Context: an optimization exercise on an open-source flow, tuned for small area, a short achievable clock period and few clock cycles per item. The choices shown serve that exercise and are no tape-out recipe. Where RTL was checked, it was by simulation tests only, not by an equivalence proof against the original. Power and IR drop assume default switching activity.

==> build 56 <==
==> flow/design.v <==
module lora_tx_encoder (
    input  wire        clk,
    input  wire        rst,           
    input  wire        start,
    input  wire [3:0]  cfg_sf,        
    input  wire [3:0]  cfg_ppm,       
    input  wire [2:0]  cfg_rdd,       
    input  wire        cfg_explicit,  
    input  wire        nib_valid,
    output wire        nib_ready,
    input  wire [3:0]  nib_data,
    output wire        sym_valid,
    input  wire        sym_ready,
    output wire [15:0] sym_data
);
    localparam [63:0] SEED_N = 64'hE85C2EFFFFFFFFFF;
    localparam [63:0] SEED_1 = 64'hF8ECFEEFEFEFEFEF;
    reg  [2:0]  sh;                   
    reg  [3:0]  ppm;
    reg  [2:0]  bw1;                  
    reg         rdd1;                 
    reg         expl;
    reg  [11:0] bp [0:7];             
    reg  [3:0]  j;                    
    reg         b_hdr;                
    reg         b_hdr_out;            
    reg         b_full;
    reg         reseed;               
    reg  [2:0]  skip;                 
    reg         fresh;                
    reg         nr;                   
    reg  [63:0] s;
    reg         widx;
    reg  [11:0] ap [0:7];             
    reg  [2:0]  k;                    
    reg         a_full;
    wire [3:0] d   = nib_data;
    wire       plain = b_hdr && expl && (j < 4'd6);
    wire [7:0] skey = fresh ? SEED_N[39:32] : (widx ? s[7:0] : s[39:32]);
    wire [7:0] key = skey & {8{!plain}};
    wire       b4  = d[0] ^ d[1] ^ d[2] ^ (d[3] & !b_hdr & rdd1);
    wire [7:0] cw  = {d[0] ^ d[2] ^ d[3], d[0] ^ d[1] ^ d[3], d[1] ^ d[2] ^ d[3], b4, d} ^ key;
    wire       accept = nib_valid && nr;
    wire       b_last = (j == ppm);
    assign nib_ready = nr;
    wire       a_last = (k == 3'd0);
    wire       sel_b  = !a_full || a_last;      
    wire       a_en   = a_full ? sym_ready : b_full;
    wire       xfer   = b_full && (!a_full || (a_last && sym_ready));
    wire [3:0] wsel = 4'd12 - ppm;              
    reg [11:0] anext [0:6];
    integer p;
    always @* begin
        for (p = 0; p < 7; p = p + 1)
            anext[p] = sel_b ? bp[p] : {ap[p+1][wsel], ap[p+1][11:1]};
    end
    reg [11:0] g;
    integer q;
    always @* begin
        g[11] = anext[0][11];
        for (q = 10; q >= 0; q = q - 1)
            g[q] = g[q+1] ^ anext[0][q];
        for (q = 0; q < 12; q = q + 1)
            if (q < wsel) g[q] = 1'b0;
    end
    wire [11:0] sym_n = g >> sh;
    assign sym_valid = a_full;
    assign sym_data  = {4'd0, ap[0]};
    wire       a_full_n = xfer || (a_full && !(a_last && sym_ready));
    wire       b_full_n = (accept && b_last) || (b_full && !xfer);
    wire       reseed_n = accept && b_last && b_hdr && rdd1;
    wire [2:0] skip_n   = reseed ? nskip[3:1] : (skip != 3'd0) ? skip - 3'd1 : 3'd0;
    wire [3:0] nskip    = ppm - (expl ? 4'd5 : 4'd0);    
    wire [3:0] ppm_in   = (cfg_ppm == 4'd0) ? cfg_sf : cfg_ppm;
    function [63:0] step(input [63:0] r);
        step = {r[39:32] ^ r[31:24] ^ r[23:16] ^ r[7:0], r[63:8]};
    endfunction
    integer i;
    always @(posedge clk) begin
        if (accept)
            for (i = 0; i < 8; i = i + 1)
                bp[i] <= {cw[i], bp[i][11:1]};
        if (a_en) begin
            ap[0] <= sym_n;
            for (i = 1; i < 7; i = i + 1)
                ap[i] <= anext[i];
            ap[7] <= bp[7];
            k <= sel_b ? (b_hdr_out ? 3'd7 : bw1) : k - 3'd1;
        end
        if (fresh)
            s <= SEED_N;
        else if (reseed)
            s <= SEED_1;
        else if (skip != 3'd0 || (accept && !plain && widx))
            s <= step(s);
        if (rst) begin
            a_full <= 1'b0;
            b_full <= 1'b0;
            reseed <= 1'b0;
            skip   <= 3'd0;
            fresh  <= 1'b0;
            nr     <= 1'b0;
        end else if (start) begin
            sh     <= 3'd4 - cfg_sf[2:0];       
            ppm    <= ppm_in;
            bw1    <= 3'd3 + cfg_rdd;
            rdd1   <= (cfg_rdd == 3'd1);
            expl   <= cfg_explicit;
            a_full <= 1'b0;
            b_full <= 1'b0;
            reseed <= 1'b0;
            skip   <= 3'd0;
            fresh  <= 1'b1;
            nr     <= 1'b1;
            b_hdr  <= 1'b1;
            b_hdr_out <= 1'b1;
            j      <= 4'd1;
            widx   <= 1'b0;
        end else begin
            fresh  <= 1'b0;
            a_full <= a_full_n;
            b_full <= b_full_n;
            reseed <= reseed_n;
            skip   <= skip_n;
            nr     <= (!b_full_n || !a_full_n) && !reseed_n && (skip_n == 3'd0);
            if (xfer)
                b_hdr_out <= 1'b0;
            if (accept) begin
                if (!plain)
                    widx <= ~widx;
                if (b_last) begin
                    j     <= 4'd1;
                    b_hdr <= 1'b0;
                end else begin
                    j <= j + 4'd1;
                end
            end
            if (reseed)
                widx <= nskip[0];
        end
    end
endmodule
==> flow/flow/run.sh <==
#!/bin/bash
# Standard layout, with repair_timing asked to leave extra setup slack so that
# the achieved period (clock period less setup slack) comes out short.
set -euo pipefail
bash standard.sh SETUP_SLACK_MARGIN=10 ABC_AREA=1 'BUFFER_PORTS_ARGS=-buffer_cell sky130_fd_sc_hd__buf_2' CTS_CLUSTER_SIZE=24 CTS_CLUSTER_DIAMETER=120 finish > make.log 2>&1
==> flow/standard.sh <==
#!/bin/bash
# synth_recipe.tcl (not shown) runs the flow's synth.tcl, then flattens the netlist and writes it again
# the make line also repeats each setting of config.mk as NAME=value (left out here)
make -C /OpenROAD-flow-scripts/flow DESIGN_CONFIG=/design/flow/config.mk WORK_HOME=/design/flow/orfs CLKGATE_MAP_FILE= SYNTH_SCRIPT=/design/flow/synth_recipe.tcl "${@:-finish}"
==> flow/config.mk <==
export PLATFORM = sky130hd
export DESIGN_NAME = lora_tx_encoder
export DESIGN_NICKNAME = lora_tx_encoder
export VERILOG_FILES = /design/flow/design.v
export SDC_FILE = /design/flow/constraint.sdc
export NUM_CORES = 4
export LEC_CHECK = 0
export CAP_MARGIN = 20
export CORE_MARGIN = 2
export CORE_UTILIZATION = 40
export SLEW_MARGIN = 20
==> flow/constraint.sdc <==
create_clock -name core_clock -period 14.0 [get_ports {clk}]
set_input_delay 2.8000 -clock core_clock [delete_from_list [all_inputs] [get_ports {clk}]]
set_output_delay 2.8000 -clock core_clock [all_outputs]
set_load 0.01 [all_outputs]
==> build 96 (differences from build 56) <==
==> flow/design.v, changed modules only <==
module lora_tx_encoder (
    input  wire        clk,
    input  wire        rst,           
    input  wire        start,
    input  wire [3:0]  cfg_sf,        
    input  wire [3:0]  cfg_ppm,       
    input  wire [2:0]  cfg_rdd,       
    input  wire        cfg_explicit,  
    input  wire        nib_valid,
    output wire        nib_ready,
    input  wire [3:0]  nib_data,
    output wire        sym_valid,
    input  wire        sym_ready,
    output wire [15:0] sym_data
);
    localparam [63:0] MASK_N0 = {8'b00001011, 8'b00001101, 8'b00000111, 8'b00001110, 8'b00000001, 8'b00000010, 8'b00000100, 8'b00001000};
    localparam [63:0] MASK_N4 = {8'b10110000, 8'b11010000, 8'b01110000, 8'b11100000, 8'b00010000, 8'b00100000, 8'b01000000, 8'b10000000};
    localparam [63:0] MASK_10 = {8'b00000001, 8'b00000001, 8'b00000001, 8'b00001111, 8'b00000001, 8'b00000010, 8'b00000100, 8'b00001000};
    localparam [63:0] MASK_14 = {8'b00010000, 8'b00010000, 8'b00010000, 8'b11110000, 8'b00010000, 8'b00100000, 8'b01000000, 8'b10000000};
    localparam [7:0]  R_N     = 8'b11111111;
    localparam [55:0] R_1     = {8'b01000011, 8'b10000111, 8'b00001111, 8'b00011111, 8'b00111111, 8'b01111111, 8'b11111111};
    reg  [2:0]  sh;                   
    reg  [3:0]  ppm;
    reg  [2:0]  bw1;                  
    reg         rdd1;                 
    reg         expl;
    reg  [11:0] bp [0:7];             
    reg  [3:0]  j;                    
    reg         b_hdr;                
    reg         b_hdr_out;            
    reg         b_full;
    reg         nr;                   
    reg  [7:0]  r;
    reg         widx;
    reg         ws1;                  
    reg  [11:0] ap [0:7];             
    reg  [2:0]  k;                    
    reg         a_full;
    wire [63:0] mask = widx ? (ws1 ? MASK_10 : MASK_N0) : (ws1 ? MASK_14 : MASK_N4);
    reg  [7:0]  skey;
    integer l;
    always @* begin
        for (l = 0; l < 8; l = l + 1)
            skey[l] = ^(r & mask[8*l +: 8]);
    end
    wire [3:0] d   = nib_data;
    wire       plain = b_hdr && expl && (j < 4'd6);
    wire [7:0] key = skey & {8{!plain}};
    wire       b4  = d[0] ^ d[1] ^ d[2] ^ (d[3] & !b_hdr & rdd1);
    wire [7:0] cw  = {d[0] ^ d[2] ^ d[3], d[0] ^ d[1] ^ d[3], d[1] ^ d[2] ^ d[3], b4, d} ^ key;
    wire       accept = nib_valid && nr;
    wire       b_last = (j == ppm);
    assign nib_ready = nr;
    wire [3:0] nskip  = ppm - (expl ? 4'd5 : 4'd0);
    wire       reseed = accept && b_last && b_hdr && rdd1;
    wire       a_last = (k == 3'd0);
    wire       sel_b  = !a_full || a_last;      
    wire       a_en   = a_full ? sym_ready : b_full;
    wire       xfer   = b_full && (!a_full || (a_last && sym_ready));
    wire [3:0] wsel = 4'd12 - ppm;              
    reg [11:0] anext [0:6];
    integer p;
    always @* begin
        for (p = 0; p < 7; p = p + 1)
            anext[p] = sel_b ? bp[p] : {ap[p+1][wsel], ap[p+1][11:1]};
    end
    reg [11:0] g;
    integer q;
    always @* begin
        g[11] = anext[0][11];
        for (q = 10; q >= 0; q = q - 1)
            g[q] = g[q+1] ^ anext[0][q];
        for (q = 0; q < 12; q = q + 1)
            if (q < wsel) g[q] = 1'b0;
    end
    wire [11:0] sym_n = g >> sh;
    assign sym_valid = a_full;
    assign sym_data  = {4'd0, ap[0]};
    wire       a_full_n = xfer || (a_full && !(a_last && sym_ready));
    wire       b_full_n = (accept && b_last) || (b_full && !xfer);
    wire [3:0] ppm_in   = (cfg_ppm == 4'd0) ? cfg_sf : cfg_ppm;
    integer i;
    always @(posedge clk) begin
        if (accept)
            for (i = 0; i < 8; i = i + 1)
                bp[i] <= {cw[i], bp[i][11:1]};
        if (a_en) begin
            ap[0] <= sym_n;
            for (i = 1; i < 7; i = i + 1)
                ap[i] <= anext[i];
            ap[7] <= bp[7];
            k <= sel_b ? (b_hdr_out ? 3'd7 : bw1) : k - 3'd1;
        end
        if (rst) begin
            a_full <= 1'b0;
            b_full <= 1'b0;
            nr     <= 1'b0;
        end else if (start) begin
            sh     <= 3'd4 - cfg_sf[2:0];       
            ppm    <= ppm_in;
            bw1    <= 3'd3 + cfg_rdd;
            rdd1   <= (cfg_rdd == 3'd1);
            expl   <= cfg_explicit;
            a_full <= 1'b0;
            b_full <= 1'b0;
            nr     <= 1'b1;
            b_hdr  <= 1'b1;
            b_hdr_out <= 1'b1;
            j      <= 4'd1;
            r      <= R_N;
            widx   <= 1'b0;
            ws1    <= 1'b0;
        end else begin
            a_full <= a_full_n;
            b_full <= b_full_n;
            nr     <= !b_full_n || !a_full_n;
            if (xfer)
                b_hdr_out <= 1'b0;
            if (reseed) begin
                r    <= R_1[8*nskip[3:1] +: 8];
                widx <= nskip[0];
                ws1  <= 1'b1;
            end else if (accept && !plain) begin
                if (widx)
                    r <= {r[4] ^ r[3] ^ r[2] ^ r[0], r[7:1]};
                widx <= ~widx;
            end
            if (accept) begin
                if (b_last) begin
                    j     <= 4'd1;
                    b_hdr <= 1'b0;
                end else begin
                    j <= j + 4'd1;
                end
            end
        end
    end
endmodule
==> flow/flow/run.sh (replaced) <==
#!/bin/bash
# Standard layout, with repair_timing asked to leave extra setup slack so that
# the achieved period (clock period less setup slack) comes out short.
set -euo pipefail
bash standard.sh SETUP_SLACK_MARGIN=10.2 CORE_UTILIZATION=60 ABC_AREA=1 'BUFFER_PORTS_ARGS=-buffer_cell sky130_fd_sc_hd__buf_2' CTS_BUF_LIST=sky130_fd_sc_hd__clkbuf_8 CTS_CLUSTER_SIZE=14 CTS_CLUSTER_DIAMETER=60 finish > make.log 2>&1
==> notes.md <==
Status: build 56 complete, no violations; build 96 complete, no violations
Multiplexer share of the synthesized area: build 56 0.0797%; build 96 0.0954%
Number of distinct library cells after synthesis: build 56 41; build 96 40
Post-detail-place hpwl: build 56 15100 um; build 96 12400 um
Number of placed instances, taps included: build 56 1630; build 96 1235
Cell count after synthesis: build 56 1248; build 96 1011
Layout Cell Area excl Fill: build 56 14200 sq um; build 96 11700 sq um
Element type at the critical path end: build 56 flop; build 96 output port
Detailed route wirelength on metal3: build 56 1050 um; build 96 1200 um
Clock network fraction of total power: build 56 27.0%; build 96 28.5%
Net switching share of the total power: build 56 25.3%; build 96 24.7%
Met3 Usage GRT: build 56 1.89%; build 96 3.28%
Average cell area after synthesis: build 56 10.1 sq um; build 96 10.4 sq um
Worst hold margin: build 56 0.435 ns; build 96 0.425 ns
Crit-path slowest cell: build 56 sky130_fd_sc_hd__a221o_1; build 96 sky130_fd_sc_hd__edfxtp_1
Testbench counts of build 96, summed over its fixed seeds: cycles 7,627, symbols 5,535.
No functional check of the RTL was part of build 56.

## what the ideal ports hide
How much do the figures lean on ideal ports? The routed layouts below were timed once more, with nothing changed but the port constraints.
Step 1, drivers: a clkbuf_16 drives clk and a buf_2 each remaining input, both assumed.
Step 2, shift: input delay + t, output delay - t, t = (earliest + latest rising clock arrival at the registers) / 2. This alone moves slack from input paths to output paths.
Three values: no drivers, after step 1, after step 2; two values: the first two.
run | t (ns) | slack for setup (ns) | worst setup path at the end | worst register clock-pin slew, ns
build 56 | 0.526 | 10.049 / 10.069 / 9.543 | input to register | 0.10 / 0.10
build 96 | 0.576 | 10.150 / 10.110 / 9.721 | input to register | 0.10 / 0.10
After both steps setup and hold are still met in every run listed. The setup slack of build 56, which loses most, moves by +0.020 ns with the drivers and by -0.506 ns with both steps.
